What follows belongs to an exercise in optimizing a design on an open flow for small area, a short achievable clock period and few clock cycles; a production flow would make more cautious choices. Only the layout flow was run in this run; the RTL was not checked for function there.

[flow/config.mk]
export PLATFORM = sky130hd
export DESIGN_NAME = fpmc_lutprog
export DESIGN_NICKNAME = fpmc_lutprog
export VERILOG_FILES = /design/flow/design.v
export SDC_FILE = /design/flow/constraint.sdc
export NUM_CORES = 4
export LEC_CHECK = 0
export CAP_MARGIN = 20
export CORE_MARGIN = 2
export CORE_UTILIZATION = 40
export PLACE_DENSITY = 0.6
export SLEW_MARGIN = 20
[flow/constraint.sdc]
create_clock -name core_clock -period 10.0 [get_ports {clk}]
set_input_delay 2.0000 -clock core_clock [delete_from_list [all_inputs] [get_ports {clk}]]
set_output_delay 2.0000 -clock core_clock [all_outputs]
set_load 0.01 [all_outputs]
[flow/design.v]
module fpmc_lutprog (
    input  wire        clk,
    input  wire        rst,           
    input  wire        cmd_valid,
    output wire        cmd_ready,
    input  wire [1:0]  cmd_variant,   
    input  wire [1:0]  cmd_role,      
    input  wire        cmd_fr,        
    input  wire        cmd_active,    
    input  wire        cmd_present,   
    input  wire [31:0] cmd_base,      
    input  wire [31:0] cmd_len,       
    input  wire [15:0] cmd_n,         
    output wire        mem_req_valid,
    input  wire        mem_req_ready,
    output wire [31:0] mem_addr,
    input  wire        mem_rvalid,
    input  wire [47:0] mem_rdata,
    output wire        ev_valid,
    input  wire        ev_ready,
    output wire [1:0]  ev_kind,       
    output wire [16:0] ev_index,
    output wire [31:0] ev_data,
    output wire        res_valid,
    input  wire        res_ready,
    output wire [3:0]  res_code,
    output wire [17:0] res_wcount
);
    localparam [1:0] ROLE_DEGAMMA = 2'd0;
    localparam [1:0] ROLE_GAMMA   = 2'd1;
    localparam [1:0] ROLE_PALETTE = 2'd2;
    localparam [1:0] K_PAL   = 2'd0;
    localparam [1:0] K_DGWIN = 2'd1;
    localparam [1:0] K_GWIN  = 2'd2;
    localparam [1:0] K_GMAX  = 2'd3;
    localparam [3:0] RC_OK          = 4'd0;
    localparam [3:0] RC_ILLEGAL_CMD = 4'd2;
    localparam [3:0] RC_UNSUPPORTED = 4'd6;
    localparam [3:0] S_IDLE  = 4'd0;
    localparam [3:0] S_ENTRY = 4'd1;
    localparam [3:0] S_MREQ  = 4'd2;
    localparam [3:0] S_MWAIT = 4'd3;
    localparam [3:0] S_DIV   = 4'd4;
    localparam [3:0] S_EMIT0 = 4'd5;
    localparam [3:0] S_EMIT1 = 4'd6;
    localparam [3:0] S_MAX   = 4'd7;
    localparam [3:0] S_RESP  = 4'd8;
    reg [3:0]  state;
    reg [1:0]  variant;
    reg [1:0]  role;
    reg        use_lut;
    reg [31:0] base;
    reg [16:0] n;           
    reg [4:0]  depth;
    reg [16:0] idx;
    reg [1:0]  chan;        
    reg [15:0] ch_r, ch_g, ch_b;    
    reg [15:0] v_r, v_g, v_b;       
    reg [17:0] wcount;
    reg [3:0]  code;
    localparam DIV_W = 33;
    reg [DIV_W-1:0] div_num;
    reg [DIV_W-1:0] div_quo;
    reg [17:0]      div_rem;
    reg [17:0]      div_den;
    reg [5:0]       div_cnt;
    wire        c_pal   = (cmd_role == ROLE_PALETTE);
    wire [16:0] c_n     = c_pal ? 17'd256 : {1'b0, cmd_n};
    wire        c_uselut = cmd_present && !cmd_fr;
    wire [31:0] c_need  = {12'd0, c_n, 3'b000};         
    reg  [3:0]  c_code;
    reg  [4:0]  c_depth;
    always @(*) begin
        c_code = RC_OK;
        if (cmd_role == 2'd3)
            c_code = RC_ILLEGAL_CMD;
        else if (!c_pal && (cmd_variant == 2'd0 || cmd_variant == 2'd1))
            c_code = RC_UNSUPPORTED;
        else if (!c_pal && cmd_n < 16'd2)
            c_code = RC_UNSUPPORTED;
        else if (c_uselut && cmd_len != c_need)
            c_code = RC_UNSUPPORTED;
        if (c_pal)
            c_depth = 5'd8;
        else if (cmd_variant == 2'd3 && cmd_role == ROLE_DEGAMMA)
            c_depth = 5'd14;
        else
            c_depth = 5'd10;
    end
    function [15:0] extract;
        input [15:0] v;
        input [4:0]  d;
        begin
            extract = v >> (5'd16 - d);
        end
    endfunction
    wire [16:0] last_idx = n - 17'd1;
    wire        is_pal   = (role == ROLE_PALETTE);
    wire [1:0]  win_kind = (role == ROLE_GAMMA) ? K_GWIN : K_DGWIN;
    reg  [1:0]  e_kind;
    reg  [16:0] e_index;
    reg  [31:0] e_data;
    always @(*) begin
        e_kind  = K_PAL;
        e_index = idx;
        e_data  = 32'd0;
        case (state)
            S_EMIT0: begin
                if (is_pal) begin
                    e_kind = K_PAL;
                    e_data = {8'd0, v_r[7:0], v_g[7:0], v_b[7:0]};
                end else if (variant == 2'd2) begin
                    e_kind = win_kind;
                    e_data = {2'b00, v_r[9:0], v_g[9:0], v_b[9:0]};
                end else begin
                    e_kind  = win_kind;
                    e_index = {idx[15:0], 1'b0};
                    e_data  = {v_g, v_b};
                end
            end
            S_EMIT1: begin
                e_kind  = win_kind;
                e_index = {idx[15:0], 1'b1};
                e_data  = {16'd0, v_r};
            end
            S_MAX: begin
                e_kind  = K_GMAX;
                e_index = {15'd0, chan};
                if (!use_lut)
                    e_data = 32'h0000_FFFF;
                else if (chan == 2'd0)
                    e_data = {16'd0, ch_r};
                else if (chan == 2'd1)
                    e_data = {16'd0, ch_g};
                else
                    e_data = {16'd0, ch_b};
            end
            default: ;
        endcase
    end
    assign cmd_ready     = (state == S_IDLE);
    assign mem_req_valid = (state == S_MREQ);
    assign mem_addr      = base + {12'd0, idx, 3'b000};
    assign ev_valid      = (state == S_EMIT0) || (state == S_EMIT1) || (state == S_MAX);
    assign ev_kind       = e_kind;
    assign ev_index      = e_index;
    assign ev_data       = e_data;
    assign res_valid     = (state == S_RESP);
    assign res_code      = code;
    assign res_wcount    = wcount;
    wire [18:0] div_trial = {div_rem, div_num[DIV_W-1]};
    wire        div_fits  = (div_trial >= {1'b0, div_den});
    wire [18:0] div_next  = div_fits ? (div_trial - {1'b0, div_den}) : div_trial;
    wire [15:0] ramp_k    = (16'd1 << depth) - 16'd1;         
    wire [DIV_W-1:0] ramp_num = {16'd0, idx} * {17'd0, ramp_k, 1'b0} + {16'd0, last_idx};
    wire [DIV_W-1:0] div_quo_next = {div_quo[DIV_W-2:0], div_fits};
    always @(posedge clk) begin
        if (rst) begin
            state  <= S_IDLE;
            code   <= RC_OK;
            wcount <= 18'd0;
        end else begin
            case (state)
                S_IDLE: begin
                    if (cmd_valid) begin
                        variant <= cmd_variant;
                        role    <= cmd_role;
                        use_lut <= c_uselut;
                        base    <= cmd_base;
                        n       <= c_n;
                        depth   <= c_depth;
                        idx     <= 17'd0;
                        chan    <= 2'd0;
                        wcount  <= 18'd0;
                        code    <= c_code;
                        if (c_code != RC_OK || !cmd_active)
                            state <= S_RESP;
                        else
                            state <= S_ENTRY;
                    end
                end
                S_ENTRY: begin
                    if (use_lut) begin
                        state <= S_MREQ;
                    end else begin
                        div_num <= ramp_num;
                        div_den <= {last_idx, 1'b0};
                        div_rem <= 18'd0;
                        div_quo <= {DIV_W{1'b0}};
                        div_cnt <= 6'd0;
                        state   <= S_DIV;
                    end
                end
                S_MREQ: begin
                    if (mem_req_ready)
                        state <= S_MWAIT;
                end
                S_MWAIT: begin
                    if (mem_rvalid) begin
                        ch_r <= mem_rdata[15:0];
                        ch_g <= mem_rdata[31:16];
                        ch_b <= mem_rdata[47:32];
                        v_r  <= extract(mem_rdata[15:0],  depth);
                        v_g  <= extract(mem_rdata[31:16], depth);
                        v_b  <= extract(mem_rdata[47:32], depth);
                        state <= S_EMIT0;
                    end
                end
                S_DIV: begin
                    div_rem <= div_next[17:0];
                    div_quo <= div_quo_next;
                    div_num <= {div_num[DIV_W-2:0], 1'b0};
                    div_cnt <= div_cnt + 6'd1;
                    if (div_cnt == DIV_W - 1) begin
                        v_r   <= div_quo_next[15:0];
                        v_g   <= div_quo_next[15:0];
                        v_b   <= div_quo_next[15:0];
                        state <= S_EMIT0;
                    end
                end
                S_EMIT0: begin
                    if (ev_ready) begin
                        wcount <= wcount + 18'd1;
                        if (!is_pal && variant == 2'd3) begin
                            state <= S_EMIT1;
                        end else if (idx == last_idx) begin
                            if (!is_pal && role == ROLE_GAMMA && variant == 2'd2)
                                state <= S_MAX;
                            else
                                state <= S_RESP;
                        end else begin
                            idx   <= idx + 17'd1;
                            state <= S_ENTRY;
                        end
                    end
                end
                S_EMIT1: begin
                    if (ev_ready) begin
                        wcount <= wcount + 18'd1;
                        if (idx == last_idx) begin
                            state <= S_RESP;
                        end else begin
                            idx   <= idx + 17'd1;
                            state <= S_ENTRY;
                        end
                    end
                end
                S_MAX: begin
                    if (ev_ready) begin
                        wcount <= wcount + 18'd1;
                        chan   <= chan + 2'd1;
                        if (chan == 2'd2)
                            state <= S_RESP;
                    end
                end
                S_RESP: begin
                    if (res_ready)
                        state <= S_IDLE;
                end
                default: state <= S_IDLE;
            endcase
        end
    end
endmodule
[flow/run.sh]
#!/bin/bash
# synth_recipe.tcl (not shown) runs the flow's synth.tcl, then flattens the netlist and writes it again
# the make line also repeats each setting of config.mk as NAME=value (left out here)
make -C /OpenROAD-flow-scripts/flow DESIGN_CONFIG=/design/flow/config.mk WORK_HOME=/design/flow/orfs CLKGATE_MAP_FILE= SYNTH_SCRIPT=/design/flow/synth_recipe.tcl finish
==> results_dict.tcl <==
set metrics [dict create \
    drtPass1Iterations 5 \
    critPathCaptureType "flip-flop" \
    worst_pin_slew_ps 1080 \
    grt_antenna_before_repair 2 \
    die-area_sq_mm 0.0646 \
    min_path_type "reg2reg" \
    initial_core_util_pct 40.5 \
    path_max_fanout 17 \
    routed_via_density 5.44 \
    cts_tree "done" \
    grt_pass1_vias 19967 \
    synth.most_common_cell "inv_1" \
    slew-limit-headroom_pct 27.6 \
    arrival_ps 9020 \
    dieHeight_microns 254 \
    async_flop_share_pct 0 \
    cp.required_ps 10260 \
    final_max_slew_viol_count 0 \
    core.rowCount 91 \
    finalHoldViolCount 0 \
    gp_congestion 0.923 \
    hpwl_microns 58100 \
    cap_violations 0 \
    ys_ff_latch 283 \
    wl_per_cell_microns 20.7 \
    synth_ff_type "edfxtp_1" \
    clock_skew_ps 27.7 \
    ys_top_cells_by_count "inv_1, edfxtp_1, nand2_1" \
    post_cts_buffers 0 \
    layout.nets 3235 \
    post-route-min-period_ps 8760 \
    tns_ps 0 \
    syn_avg_cell_area_sq_um 10.1 \
    fmax_ghz 0.114 \
    worst_path_largest_cell_delay_ps 730 \
    ys_types 79 \
    wl_microns 74300 \
    grt_start_max_net_pins 73 \
    io_pins 251 \
    placedCellCount 3521 \
    stdcell_count 3584 \
    drtIter0Drc 1589 \
    vias 19500 \
    portBuffers 248 \
    setup_viol 0 \
    synth_top_area_cell "edfxtp_1" \
    die_w_microns 254 \
    status "finished clean" \
    startpoint_type "flip-flop" \
    track_usage_pct 22.9 \
    synthCells 2481 \
    syn_to_final_growth_pct 18.7 \
    num-fill-cells 5748 \
    clkTransAtPathRegs_ps 60 \
    ys_top_cells_by_area "edfxtp_1, fa_1, ha_1" \
    cts_htree_levels 2 \
    ant_nets 0 \
    drive_above_1_share_pct 6.41 \
    worstSetupPathType "reg2reg" \
    synth-edff-count 259 \
    final.period_utilization_pct 87.6 \
    cts_hold_buf 0 \
    synth_area_sq_mm 0.0250 \
    grt_first_pass_wirelength_microns 114000 \
    critPathMostFrequentCell "fa_1" \
    rsz0062_at_grt "no" \
    cts_sinks 283 \
    drc 0 \
    cts_buffers 35 \
    cp_slowest_cell "a2111oi_0" \
    coreArea_sq_mm 0.0618 \
    ys_warn_count 1 \
    final_core_util_pct 48.0 \
    cts_resized 0 \
    clockRootBuffer "clkbuf_16" \
    seq_area_frac_synth_pct 33.0 \
    whs_ps 469 \
    clock_path_buffers 3 \
    insertion_delay_ps 560 \
    grt-ovfl-total 0 \
    yosysTopAreaCellShare_pct 31.1 \
]
[final timing paths]
path	startpoint	to	slack [ps]	depth (start not counted)
setup / recovery	depth[1]	div_num[32]	1240	27
hold / removal	code[2]	code[2]	470	2
setup reg to reg	depth[1]	div_num[32]	1240	27
hold reg to reg	code[2]	code[2]	470	2
[routing by layer]
layer	vias to the layer above	track usage (%)	routed length [microns]
met2	672	37.2	35100
met1	9686	31.8	32700
met4	0	6.24	1670
li1	9034	-	-
met5	-	0	0
met3	108	3.63	4830
[flip-flops by register name, summed over array words and instances, names as in the netlist, 17 cells and up]
register	flops
div_den	17
div_rem	18
div_num	33
wcount	18
base	32
idx	17
[through the flow]
| stage | worst slack (ps) | cell area [sq um] |
|---|---|---|
| floorplan | 260 | 25100 |
| global placement | 1620 | 28500 |
| detailed placement | 1300 | 28500 |
| CTS | 1270 | 29700 |
| global route | 632 | 29700 |
| finish | 1240 | 29700 |
[critical path, delay by kind of cell (launching register included)]
family	cells	cell delay [ps]
adders and majority gates	9	4190
AOI/OAI and AO/OA	6	1780
and+or+nand+nor	5	1320
buffers and inverters	6	580
DFF	1	410
xor gates and xnor gates	1	170
[layout by cell type, fill, tap and decap left out, drive strengths merged, types with 17 or more instances in the layout]
cell type,n
mux2i,34
ha,176
buf,35
o221ai,17
nand2,216
nor2,206
mux2,38
nand3,36
nand2b,22
xor2,64
a21o,30
and3,38
inv,312
conb,19
mux4,24
a22o,19
clkdlybuf4s50,248
dfxtp,24
nor4,18
nor2b,33
nor3,30
xnor2,86
o21ai,105
fa,196
a21oi,147
and2,52
edfxtp,259
clkbuf,44
[cells by family after synthesis]
kind of cell	count (synthesis)	share of synthesized area, %
fa+ha+maj	372	24.5
other cells	2	0.0300
mux	96	5.23
compound gates	450	11.4
flops	283	33.0
buf+inv	406	6.17
xor+xnor	158	6.01
simple gates	714	13.7
[cell type report]
class | count | area [sq um] | share of cell area [%]
flip-flops and latches | 283 | 8260 | 27.8
repair buffers | 283 | 2750 | 9.24
inverters | 309 | 1160 | 3.90
clock inverters | 17 | 165 | 0.556
clock buffers | 44 | 983 | 3.31
well taps | 837 | 1050 | 3.53
multi-input cells | 1809 | 15300 | 51.6
diodes | 2 | 5.00 | 0.0168

-- separate check: timing with driven ports --
The results above use ideal ports. As a check the final layout listed here was re-extracted and re-timed, cells and wires unchanged. Step 1, drivers: a clkbuf_16 drives clk and a buf_2 each remaining input, both assumed. Step 2 also shifts input and output timing later by t, the mid clock arrival at the registers, as if the neighbouring blocks saw the same clock. a / b / c = no drivers / after step 1 / after step 2; a / b = the first two.
t (ns): 0.605
slack for setup (ns): 1.236 / 1.236 / 1.236
clock arrival spread, ns: 0.028 / 0.029
slew at the worst register clock pin (ns): 0.07 / 0.07
After both steps this run still meets setup and hold. The setup slack of this run moves by 0.000 ns with the drivers and by 0.000 ns with both steps.
